This is an optimization exercise on Yosys and OpenROAD, whose aim is small area, a short achievable clock period and few clock cycles, not a production implementation.
Function was checked by simulation only, so behaviour that the tests miss may differ from the original.
Power is estimated from default activity; no workload was simulated.

## design/flow/constraint.sdc

```tcl
create_clock -name core_clock -period 10.0 [get_ports {clk}]
set_input_delay 2.0000 -clock core_clock [delete_from_list [all_inputs] [get_ports {clk}]]
set_output_delay 2.0000 -clock core_clock [all_outputs]
set_load 0.01 [all_outputs]
```

## design/flow/design.v

```verilog
module wsprer_incdiv #(
    parameter integer L = 2,
    parameter integer K = 4
) (
    input             clk,
    input             rst,
    input             start,
    input      [31:0] clk_hz,
    input      [63:0] target,
    output reg        done,
    output reg        valid,
    output reg [63:0] inc
);
    localparam [1:0] S_IDLE = 2'd0, S_PREP = 2'd1, S_RUN = 2'd2, S_DONE = 2'd3;
    reg  [1:0]  state;
    reg  [31:0] op_clk;
    reg  [63:0] op_t;
    reg  [95:0] num;        
    reg  [65:0] den;        
    reg  [66:0] rem;        
    reg  [63:0] quo;        
    reg  [6:0]  steps;      
    reg         bad;        
    wire [95:0] clk_scaled  = {1'b0, op_clk, 63'd0};
    wire [95:0] tk_scaled   = ({32'd0, op_t} * K) << 32;
    wire [95:0] num_init    = clk_scaled - tk_scaled;
    wire [65:0] den_init    = {2'b00, op_t} * L;
    wire [66:0] max_lhs     = {4'd0, op_clk, 31'd0};
    wire [66:0] max_rhs     = {3'd0, op_t} * K;
    wire        pre_invalid = (op_clk == 32'd0) || (op_t == 64'd0) || (max_lhs < max_rhs);
    wire        ovf         = ({34'd0, num_init[95:64]} >= den_init);
    wire [66:0] rem_sh  = {rem[65:0], num[95]};
    wire        take    = (rem_sh >= {1'b0, den});
    wire [66:0] rem_nx  = take ? (rem_sh - {1'b0, den}) : rem_sh;
    always @(posedge clk) begin
        if (rst) begin
            state <= S_IDLE;
            done  <= 1'b0;
            valid <= 1'b0;
            inc   <= 64'd0;
            steps <= 7'd0;
            bad   <= 1'b0;
        end else begin
            done <= 1'b0;
            case (state)
                S_IDLE: begin
                    if (start) begin
                        op_clk <= clk_hz;
                        op_t   <= target;
                        state  <= S_PREP;
                    end
                end
                S_PREP: begin
                    bad   <= pre_invalid || ovf;
                    num   <= {num_init[63:0], 32'd0};
                    den   <= den_init;
                    rem   <= {35'd0, num_init[95:64]};
                    quo   <= 64'd0;
                    steps <= 7'd64;
                    state <= S_RUN;
                end
                S_RUN: begin
                    rem   <= rem_nx;
                    num   <= {num[94:0], 1'b0};
                    quo   <= {quo[62:0], take};
                    steps <= steps - 7'd1;
                    if (steps == 7'd1)
                        state <= S_DONE;
                end
                S_DONE: begin
                    done  <= 1'b1;
                    valid <= !bad && (quo < 64'hFFFFFFFF_00000000);
                    inc   <= quo;
                    state <= S_IDLE;
                end
            endcase
        end
    end
endmodule
module wsprer_ddfs (
    input             clk,
    input             rst,
    input             bus_we,
    input             bus_re,
    input      [5:0]  bus_addr,
    input      [31:0] bus_wdata,
    output reg [31:0] bus_rdata,
    output            busy,
    input      [31:0] lines_avail,
    input             sched_ready,
    input             lines_lost,
    output     [31:0] line_out,
    output     [31:0] line_oe
);
    localparam integer L          = 2;
    localparam integer S          = 2;
    localparam integer K          = S + 2;
    localparam integer FIFO_DEPTH = 4;
    localparam integer N_LINES    = 32;
    localparam [31:0] CONFIG_VAL = {4'd0, 4'd0, 8'd2, 8'd2, 8'd4};
    localparam [31:0] LINES_HI   = (N_LINES - 1) << 16;
    localparam [1:0] ST_STOPPED = 2'd0, ST_INIT = 2'd1, ST_RUN = 2'd2, ST_FATAL = 2'd3;
    localparam [2:0] R_OK = 3'd0, R_CONFIG = 3'd1, R_CONFLICT = 3'd2, R_ILLEGAL = 3'd3;
    localparam [2:0] E_IDLE = 3'd0, E_LOAD = 3'd1, E_DRIVE = 3'd2, E_DELAY = 3'd3, E_SLACK = 3'd4;
    reg [31:0] clk_hz, target_lo, target_hi, underrun_cnt, acc, clk_act, x_reg;
    reg [63:0] inc;
    reg [1:0]  state;
    reg        stop_pending, stalled, ph, own;
    reg [2:0]  result, e_phase;
    reg [3:0]  out, pat_a;
    reg [4:0]  pin_base;
    reg [39:0] dcnt;
    reg [7:0]  scnt;
    reg [31:0] fifo [0:FIFO_DEPTH-1];
    reg [1:0]  rd_ptr, wr_ptr;
    reg [2:0]  level;
    reg        pend;
    reg        pend_is_start;
    reg [4:0]  pend_pb;
    reg [3:0]  pend_pat;
    reg        pend_pr;
    reg [31:0] pend_clk;
    assign busy = pend;
    assign line_oe  = own ? (32'h0000_000F << pin_base) : 32'd0;
    assign line_out = own ? ({28'd0, out} << pin_base) : 32'd0;
    wire        wr_ok   = bus_we && (bus_addr[1:0] == 2'b00);
    wire        rd_ok   = bus_re && (bus_addr[1:0] == 2'b00);
    wire [3:0]  wr_reg  = bus_addr[5:2];
    wire        cmd_wr  = wr_ok && (wr_reg == 4'h0);
    wire [31:0] w       = bus_wdata;
    wire dec_nop   = (w == 32'h0000_0000);
    wire dec_start = (w[3:0] == 4'h1) && ((w & 32'hFFFF_0E00) == 32'd0);
    wire dec_setf  = (w[3:0] == 4'h2) && ((w & 32'hFFFF_FFE0) == 32'd0);
    wire dec_stop  = (w[3:0] == 4'h3) && ((w & 32'hFFFF_FFE0) == 32'd0);
    wire dec_clr   = (w == 32'h0000_0004);
    wire div_start = cmd_wr && !pend && (dec_start || dec_setf);
    wire        div_done;
    wire        div_valid;
    wire [63:0] div_inc;
    wsprer_incdiv #(.L(L), .K(K)) u_incdiv (
        .clk    (clk),
        .rst    (rst),
        .start  (div_start),
        .clk_hz (dec_start ? clk_hz : clk_act),
        .target ({target_hi, target_lo}),
        .done   (div_done),
        .valid  (div_valid),
        .inc    (div_inc)
    );
    wire [31:0] status = {7'd0, e_phase, out, own, ph, 5'd0, level, 1'b0, result,
                          stalled, stop_pending, state};
    reg [31:0] rd_val;
    always @* begin
        case (bus_addr[5:2])
            4'h1:    rd_val = status;
            4'h2:    rd_val = clk_hz;
            4'h3:    rd_val = target_lo;
            4'h4:    rd_val = target_hi;
            4'h5:    rd_val = underrun_cnt;
            4'h6:    rd_val = inc[31:0];
            4'h7:    rd_val = inc[63:32];
            4'h8:    rd_val = acc;
            4'h9:    rd_val = CONFIG_VAL;
            4'hA:    rd_val = 32'd0;                        
            4'hB:    rd_val = LINES_HI | {20'd0, pat_a, 3'd0, pin_base};
            4'hC:    rd_val = clk_act;
            4'hD:    rd_val = x_reg;
            default: rd_val = 32'd0;                        
        endcase
    end
    reg [31:0] n_clk_hz, n_target_lo, n_target_hi, n_underrun_cnt, n_acc, n_clk_act, n_x;
    reg [63:0] n_inc;
    reg [1:0]  n_state;
    reg        n_stop_pending, n_stalled, n_ph, n_own;
    reg [2:0]  n_result, n_e_phase;
    reg [3:0]  n_out, n_pat_a;
    reg [4:0]  n_pin_base;
    reg [39:0] n_dcnt;
    reg [7:0]  n_scnt;
    reg [1:0]  n_rd_ptr, n_wr_ptr;
    reg [2:0]  n_level;
    reg        n_pend;
    reg        flush, do_pop, do_push, torn;
    reg [2:0]  n0;
    reg [63:0] sum;
    reg [31:0] push_val;
    reg [1:0]  push_idx;
    reg [3:0]  avail4;
    always @* begin
        n_clk_hz       = clk_hz;
        n_target_lo    = target_lo;
        n_target_hi    = target_hi;
        n_underrun_cnt = underrun_cnt;
        n_acc          = acc;
        n_clk_act      = clk_act;
        n_x            = x_reg;
        n_inc          = inc;
        n_state        = state;
        n_stop_pending = stop_pending;
        n_stalled      = stalled;
        n_ph           = ph;
        n_own          = own;
        n_result       = result;
        n_e_phase      = e_phase;
        n_out          = out;
        n_pat_a        = pat_a;
        n_pin_base     = pin_base;
        n_dcnt         = dcnt;
        n_scnt         = scnt;
        n_rd_ptr       = rd_ptr;
        n_wr_ptr       = wr_ptr;
        n_level        = level;
        n_pend         = pend;
        flush          = 1'b0;
        do_pop         = 1'b0;
        do_push        = 1'b0;
        torn           = 1'b0;
        sum            = 64'd0;
        push_val       = 32'd0;
        push_idx       = 2'd0;
        avail4         = 4'd0;
        if (wr_ok) begin
            case (wr_reg)
                4'h2: n_clk_hz    = bus_wdata;
                4'h3: n_target_lo = bus_wdata;
                4'h4: n_target_hi = bus_wdata;
                default: ;
            endcase
        end
        if (cmd_wr && !pend) begin
            if (dec_start || dec_setf) begin
                n_pend = 1'b1;                  
            end else if (dec_nop) begin
                n_result = R_OK;
            end else if (dec_stop) begin
                n_result = R_OK;
                if (state == ST_INIT || (state == ST_RUN && w[4])) begin
                    n_state        = ST_STOPPED;
                    n_stop_pending = 1'b0;
                    n_stalled      = 1'b0;
                    flush          = 1'b1;
                    n_e_phase      = E_IDLE;
                    n_out          = 4'd0;
                    n_own          = 1'b0;
                    n_ph           = 1'b0;
                    n_dcnt         = 40'd0;
                    n_scnt         = 8'd0;
                end else if (state == ST_RUN) begin
                    n_stop_pending = 1'b1;
                end
            end else if (dec_clr) begin
                n_result       = R_OK;
                n_underrun_cnt = 32'd0;
            end else begin
                n_result = R_ILLEGAL;
            end
        end
        if (pend && div_done) begin
            n_pend = 1'b0;
            if (pend_is_start) begin
                avail4 = lines_avail[pend_pb +: 4];
                if (state == ST_FATAL)
                    n_result = R_CONFIG;
                else if (state != ST_STOPPED)
                    n_result = R_CONFLICT;
                else if (pend_pb > 5'd28 || avail4 != 4'hF)
                    n_result = R_CONFIG;
                else if (!div_valid)
                    n_result = R_CONFIG;
                else begin
                    n_state        = ST_INIT;
                    n_clk_act      = pend_clk;
                    n_inc          = div_inc;
                    n_acc          = 32'd0;
                    n_pin_base     = pend_pb;
                    n_pat_a        = pend_pat;
                    n_out          = ~pend_pat;
                    n_own          = 1'b1;
                    n_ph           = 1'b0;
                    n_underrun_cnt = 32'd0;
                    n_stalled      = 1'b0;
                    n_stop_pending = 1'b0;
                    flush          = 1'b1;
                    n_e_phase      = E_IDLE;
                    n_result       = R_OK;
                end
            end else begin
                if (state != ST_INIT && state != ST_RUN)
                    n_result = R_CONFIG;
                else if (!div_valid)
                    n_result = R_CONFIG;
                else begin
                    n_inc = div_inc;
                    if (pend_pr)
                        n_acc = 32'd0;
                    n_result = R_OK;
                end
            end
        end
        if (flush) begin
            n_rd_ptr = 2'd0;
            n_wr_ptr = 2'd0;
            n_level  = 3'd0;
        end
        if (lines_lost && n_own) begin
            n_state        = ST_FATAL;
            n_stop_pending = 1'b0;
            n_stalled      = 1'b0;
            n_rd_ptr       = 2'd0;
            n_wr_ptr       = 2'd0;
            n_level        = 3'd0;
            n_e_phase      = E_IDLE;
            n_out          = 4'd0;
            n_own          = 1'b0;
            n_ph           = 1'b0;
            n_dcnt         = 40'd0;
            n_scnt         = 8'd0;
        end
        n0 = n_level;
        case (n_e_phase)
            E_LOAD: begin
                if (n_stop_pending) begin
                    n_stalled = 1'b0;
                    n_e_phase = E_DRIVE;
                end else if (n0 != 3'd0) begin
                    n_x       = fifo[n_rd_ptr];
                    do_pop    = 1'b1;
                    n_stalled = 1'b0;
                    n_e_phase = E_DRIVE;
                end else if (!n_stalled) begin
                    if (n_underrun_cnt != 32'hFFFF_FFFF)
                        n_underrun_cnt = n_underrun_cnt + 32'd1;
                    n_stalled = 1'b1;
                end
            end
            E_DRIVE: begin
                if (n_stop_pending) begin
                    torn           = 1'b1;
                    n_state        = ST_STOPPED;
                    n_stop_pending = 1'b0;
                    n_stalled      = 1'b0;
                    n_rd_ptr       = 2'd0;
                    n_wr_ptr       = 2'd0;
                    n_level        = 3'd0;
                    n_e_phase      = E_IDLE;
                    n_out          = 4'd0;
                    n_own          = 1'b0;
                    n_ph           = 1'b0;
                    n_dcnt         = 40'd0;
                    n_scnt         = 8'd0;
                end else begin
                    n_out  = n_ph ? ~n_pat_a : n_pat_a;
                    n_ph   = ~n_ph;
                    n_dcnt = {8'd0, n_x} * L;
                    if (n_x != 32'd0)
                        n_e_phase = E_DELAY;
                    else if (S > 0) begin
                        n_scnt    = S[7:0];
                        n_e_phase = E_SLACK;
                    end else
                        n_e_phase = E_LOAD;
                end
            end
            E_DELAY: begin
                if (n_dcnt == 40'd1) begin
                    if (S > 0) begin
                        n_scnt    = S[7:0];
                        n_e_phase = E_SLACK;
                    end else
                        n_e_phase = E_LOAD;
                end
                n_dcnt = n_dcnt - 40'd1;
            end
            E_SLACK: begin
                if (n_scnt == 8'd1)
                    n_e_phase = E_LOAD;
                n_scnt = n_scnt - 8'd1;
            end
            default: ;
        endcase
        if (!torn && (n_state == ST_INIT || n_state == ST_RUN) && sched_ready &&
            n0 < 3'd4) begin
            sum      = {32'd0, n_acc} + n_inc;
            push_val = sum[63:32];
            n_acc    = sum[31:0];
            do_push  = 1'b1;
        end
        if (do_pop) begin
            n_rd_ptr = n_rd_ptr + 2'd1;
            n_level  = n_level - 3'd1;
        end
        if (do_push) begin
            push_idx = n_wr_ptr;
            n_wr_ptr = n_wr_ptr + 2'd1;
            n_level  = n_level + 3'd1;
        end
        if (n_state == ST_INIT && n_level == 3'd4) begin
            n_state   = ST_RUN;
            n_e_phase = E_LOAD;
        end
    end
    always @(posedge clk) begin
        if (rst) begin
            clk_hz        <= 32'd0;
            target_lo     <= 32'd0;
            target_hi     <= 32'd0;
            underrun_cnt  <= 32'd0;
            acc           <= 32'd0;
            clk_act       <= 32'd0;
            x_reg         <= 32'd0;
            inc           <= 64'd0;
            state         <= ST_STOPPED;
            stop_pending  <= 1'b0;
            stalled       <= 1'b0;
            ph            <= 1'b0;
            own           <= 1'b0;
            result        <= R_OK;
            e_phase       <= E_IDLE;
            out           <= 4'd0;
            pat_a         <= 4'd0;
            pin_base      <= 5'd0;
            dcnt          <= 40'd0;
            scnt          <= 8'd0;
            rd_ptr        <= 2'd0;
            wr_ptr        <= 2'd0;
            level         <= 3'd0;
            pend          <= 1'b0;
            bus_rdata     <= 32'd0;
        end else begin
            clk_hz        <= n_clk_hz;
            target_lo     <= n_target_lo;
            target_hi     <= n_target_hi;
            underrun_cnt  <= n_underrun_cnt;
            acc           <= n_acc;
            clk_act       <= n_clk_act;
            x_reg         <= n_x;
            inc           <= n_inc;
            state         <= n_state;
            stop_pending  <= n_stop_pending;
            stalled       <= n_stalled;
            ph            <= n_ph;
            own           <= n_own;
            result        <= n_result;
            e_phase       <= n_e_phase;
            out           <= n_out;
            pat_a         <= n_pat_a;
            pin_base      <= n_pin_base;
            dcnt          <= n_dcnt;
            scnt          <= n_scnt;
            rd_ptr        <= n_rd_ptr;
            wr_ptr        <= n_wr_ptr;
            level         <= n_level;
            pend          <= n_pend;
            bus_rdata     <= rd_ok ? rd_val : 32'd0;
        end
        if (do_push)
            fifo[push_idx] <= push_val;
        if (div_start) begin
            pend_is_start <= dec_start;
            pend_pb       <= w[8:4];
            pend_pat      <= w[15:12];
            pend_pr       <= w[4];
            pend_clk      <= clk_hz;
        end
    end
endmodule
```

## design/flow/run.sh

```bash
#!/bin/bash
# synth_recipe.tcl (not shown) runs the flow's synth.tcl, then flattens the netlist and writes it again
# the make line also repeats each setting of config.mk as NAME=value (left out here)
make -C /OpenROAD-flow-scripts/flow DESIGN_CONFIG=/design/flow/config.mk WORK_HOME=/design/flow/orfs CLKGATE_MAP_FILE= SYNTH_SCRIPT=/design/flow/synth_recipe.tcl finish
```

## design/flow/config.mk

```make
export PLATFORM = sky130hd
export DESIGN_NAME = wsprer_ddfs
export DESIGN_NICKNAME = wsprer_ddfs
export VERILOG_FILES = /design/flow/design.v
export SDC_FILE = /design/flow/constraint.sdc
export NUM_CORES = 4
export LEC_CHECK = 0
export CAP_MARGIN = 20
export CORE_MARGIN = 2
export CORE_UTILIZATION = 40
export PLACE_DENSITY = 0.6
export SLEW_MARGIN = 20
```

==> key figures <==
STA
  – Slew Limit Fails: 0
  – Clk_skew: 0.0410 ns
  – TNS Setup: 0 ns
  – F_max: 127 MHz
  – RSZ-0062 raised after global routing: no
  – Worst Setup Slack, final: ~2.1 ns
  – Slew @ Worst Pin: ~1.3 ns
  – Post-route minimum period: 7.88 ns
  – Final Setup Violations: 0
  – Final Hold Viols: 0
  – Final period util: 0.788
  – Relative slew slack: 0.145

Run
  – Total of max-cap violations: 0

Cells and area
  – Filler instances: ~12000
  – Final net count: approximately 5600
  – Largest register FFs: 128
  – Most common cell after layout, fill and taps aside: nand2_1
  – Most frequent cells in the layout: 709 x nand2_1, 490 x edfxtp_1, 475 x dfxtp_1
  – Reg with most FFs: fifo
  – P&R area growth vs syn: 14.6%
  – Share of layout cells above drive strength 1: 0.0703
  – Layout Cells excl Fill: roughly 7100
  – Finished Cell Area: 57700 um2
  – Largest regs: fifo x128, u_incdiv.rem x66

Worst setup path
  – Critical path, cell by cell: clkdlybuf4s50_1 > mux2i_1 > mux4_2 > a2111o_1 > and4_4 > a2111oi_4 > nor2_4 > nand2_1 > nand2_1 > ha_1 > fa_1 > a211oi_1 > o211ai_1 > nand4_1 > nor2_1 > or4b_2 > a21oi_1 > buf_4 > a221oi_2 > nand4_1 > nor3b_1
  – CP Launch Point: lines_avail[9]
  – Crit path kind: input port to flop
  – Setup crit start kind: input port
  – CP required: 10.50 ns
  – CP Max Fanout: 23
  – Critical register-to-register path startpoint: pend_pb[0]$_DFFE_PP_
  – Max incr delay on CP: 0.72 ns
  – Critical path's slowest cell: or4b_2
  – Crit path DAT: 8.39 ns
  – Crit end category: flop

Synthesis
  – Post-synthesis sequential area ratio: 0.482
  – Syn avg cell area: between 9 and 10 um2
  – Synth async-reset ratio: 0
  – Most used DFF post-synth: edfxtp_1
  – Post-synth EDFFs: 490
  – Mapped Nets: approximately 5500
  – Yosys reg bits: 966
  – Yosys warns: 2
  – Syn Inst Count: approximately 5200
  – Synth unique cells: 100
  – Synthesized cell area: a little over 50000 um2

Power
  – Worst vdd ir: between 0.1 and 0.15 mV
  – Leakage: between 20 and 25 nW
  – Power per cell area: about 170 nW/um2

Global routing
  – Largest net degree at the start of global routing: 150
  – GR Overflow Total: 0
  – First-pass GRT wire length: 262 mm
  – Vias in the first global route: 39175
  – Total track usage: 0.272
  – Initial antenna violation count: 11

Floorplan
  – Io pins: 173
  – Die ar.: 129000 um2
  – Chip height: between 300 and 400 um
  – Initial core utilization: 0.402
  – Die Width: around 360 um
  – Row count: 130
  – Core ar.: approximately 130000 um2

Clocking
  – CTS tree: done
  – Clk latency of the worst-skew pair: 0.75 ns
  – Post-CTS resize count: 0
  – TritonCTS buffer count: 106
  – Number of setup buffers added after CTS: 0
  – CTS sink count: 966
  – CTS max path bufs: 3
  – H-tree levels: 3
  – Clock Tree Root: clkbuf_16
  – # hold bufs at CTS: 0
  – Clock-pin slew of the registers on the worst-case setup and hold paths: 0.06 ns

Placed design
  – Hpwl dp: roughly 130 mm
  – Placed cell areas: 53800 um2
  – GPL Wtd Cong: 0.954
  – Placed Cells incl. Taps: 6855
  – Port buffer count: 172
  – Setup slack at placement: around 1.5 ns

Drt
  – DR vias: about 42000
  – Routed length per instance: 25.4 um
  – Antenna-violating nets left: 0
  – Drt pass-1 iters: 8
  – DRT iter0 DRCs: about 4700
  – Routed WL: 179 mm
  – Via density: 5.97
  – DRC: 0

Min path
  – Hold_sp: u_incdiv.inc[28]$_SDFFE_PP0P_
  – Worst min-delay path class: flop to flop

Status
  – Status: no timing/DRC/antenna violations
[per-layer routing]
metal | GRT usage | vias to the layer above | routed length [um]
met5 | 0 | - | 27
met4 | 0.107 | 4 | 7640
met1 | 0.370 | 20715 | 75800
met3 | 0.0542 | 354 | 15400
met2 | 0.426 | 1802 | 80200
li1 | - | 19300 | -
[kinds of logic (layout without fill, tap and decap cells)]
group,Yosys count,in the layout,share of synthesized area
AND/OR/NAND/NOR,1874,1874,0.173
AO/OA/AOI/OAI,1251,1251,0.166
flip-flops,966,966,0.482
buffers and inverters,473,631,0.0369
multiplexers,283,283,0.0589
XOR/XNOR,214,214,0.0372
adder cells (fa/ha/maj),186,186,0.0465
other,0,6,0
[metrics by stage]
step           utilization  total power, W  hold WS [ns]
6_report             0.461         0.00957         0.467
5_1_grt              0.460         0.00989         0.486
4_1_cts              0.460         0.00962         0.470
3_5_place_dp         0.430         0.00529         0.453
3_3_place_gp         0.429         0.00529         0.438
2_1_floorplan            -         0.00503         0.422
[final cells by class]
class | count | area, um2 | share of cell area
flip-flops and latches | 966 | 24200 | 0.420
well taps | 1650 | 2060 | 0.0358
repair buffers | 245 | 2340 | 0.0405
clock inverters | 58 | 950 | 0.0165
multi-input cells | 3808 | 24500 | 0.424
diodes | 6 | 15.0 | 0.000260
clock buffers | 142 | 2920 | 0.0506
inverters | 186 | 698 | 0.0121
[worst max-delay path: cells and delay by family]
family,cells,cell delay (ns)
compound gates,6,1.95
fa+ha+maj,2,0.66
buf+inv,2,0.75
mux,2,0.56
simple gates,9,2.44
[path summary, 6_finish.rpt]
check / to / slack [ns] / cells after the start
min reg2reg: inc[28]$_SDFF_PP0_ / 0.47 / 2
min: inc[28]$_SDFF_PP0_ / 0.47 / 2
max: fifo[3][22]$_DFFE_PP_ / 2.12 / 21
max reg2reg: fifo[3][22]$_DFFE_PP_ / 2.97 / 20
[power by group]
part | internal, W | total, W | switching [W]
registers | 0.00427 | 0.00434 | 0.0000695
logic | 0.000323 | 0.000872 | 0.000549
clock network | 0.00261 | 0.00436 | 0.00174
[synth_stat cells (13+ instances only)]
master / number / share of area
o22ai_1: 21 / 0.0026
a221oi_1: 39 / 0.0068
nor4_1: 57 / 0.0071
and2_1: 89 / 0.011
mux2i_1: 221 / 0.044
clkbuf_1: 236 / 0.018
nand4_1: 81 / 0.010
a21boi_0: 14 / 0.0021
xor2_1: 74 / 0.013
mux2_2: 57 / 0.013
o21a_1: 32 / 0.0048
nor3_1: 91 / 0.0090
o21bai_1: 20 / 0.0030
ha_1: 184 / 0.046
a32o_1: 35 / 0.0070
dfxtp_1: 476 / 0.19
a222oi_1: 27 / 0.0054
xnor2_1: 140 / 0.024
nand2_1: 712 / 0.053
a211oi_1: 43 / 0.0064
nor3b_1: 13 / 0.0019
nand2b_1: 37 / 0.0046
nor2b_1: 75 / 0.0093
a21oi_1: 419 / 0.042
a31oi_1: 56 / 0.0070
or3_1: 26 / 0.0032
edfxtp_1: 490 / 0.29
o21ai_0: 161 / 0.016
nor2_1: 459 / 0.034
a21o_1: 97 / 0.014
inv_1: 184 / 0.014
a22o_1: 35 / 0.0061
and3_1: 67 / 0.0083
nand3_1: 95 / 0.0094
buf_1: 24 / 0.0018
o31ai_1: 14 / 0.0021
o211ai_1: 30 / 0.0045
a22oi_1: 87 / 0.013
buf_2: 19 / 0.0019
Testbench counts, summed over its fixed seeds: cycles 26,232.

port drivers added, routing unchanged:
No port has a modelled driver above. Below, the same layout with a new extraction and two added sets of constraints.
Step 1 assumes that a clkbuf_16 drives the clock port and a buf_2 every other input.
Step 2 also shifts input and output timing later by t, the mid clock arrival at the registers, as if the neighbouring blocks saw the same clock.
Three values: no drivers, after step 1, after step 2; two values: the first two.
t, ns: 0.809
slack for setup (ns): 2.116 / 2.165 / 1.356
slew at the worst register clock pin (ns): 0.07 / 0.07
After both steps this run still meets setup and hold. For this run, drivers alone change the setup slack by +0.049 ns; drivers and shift together by -0.760 ns.
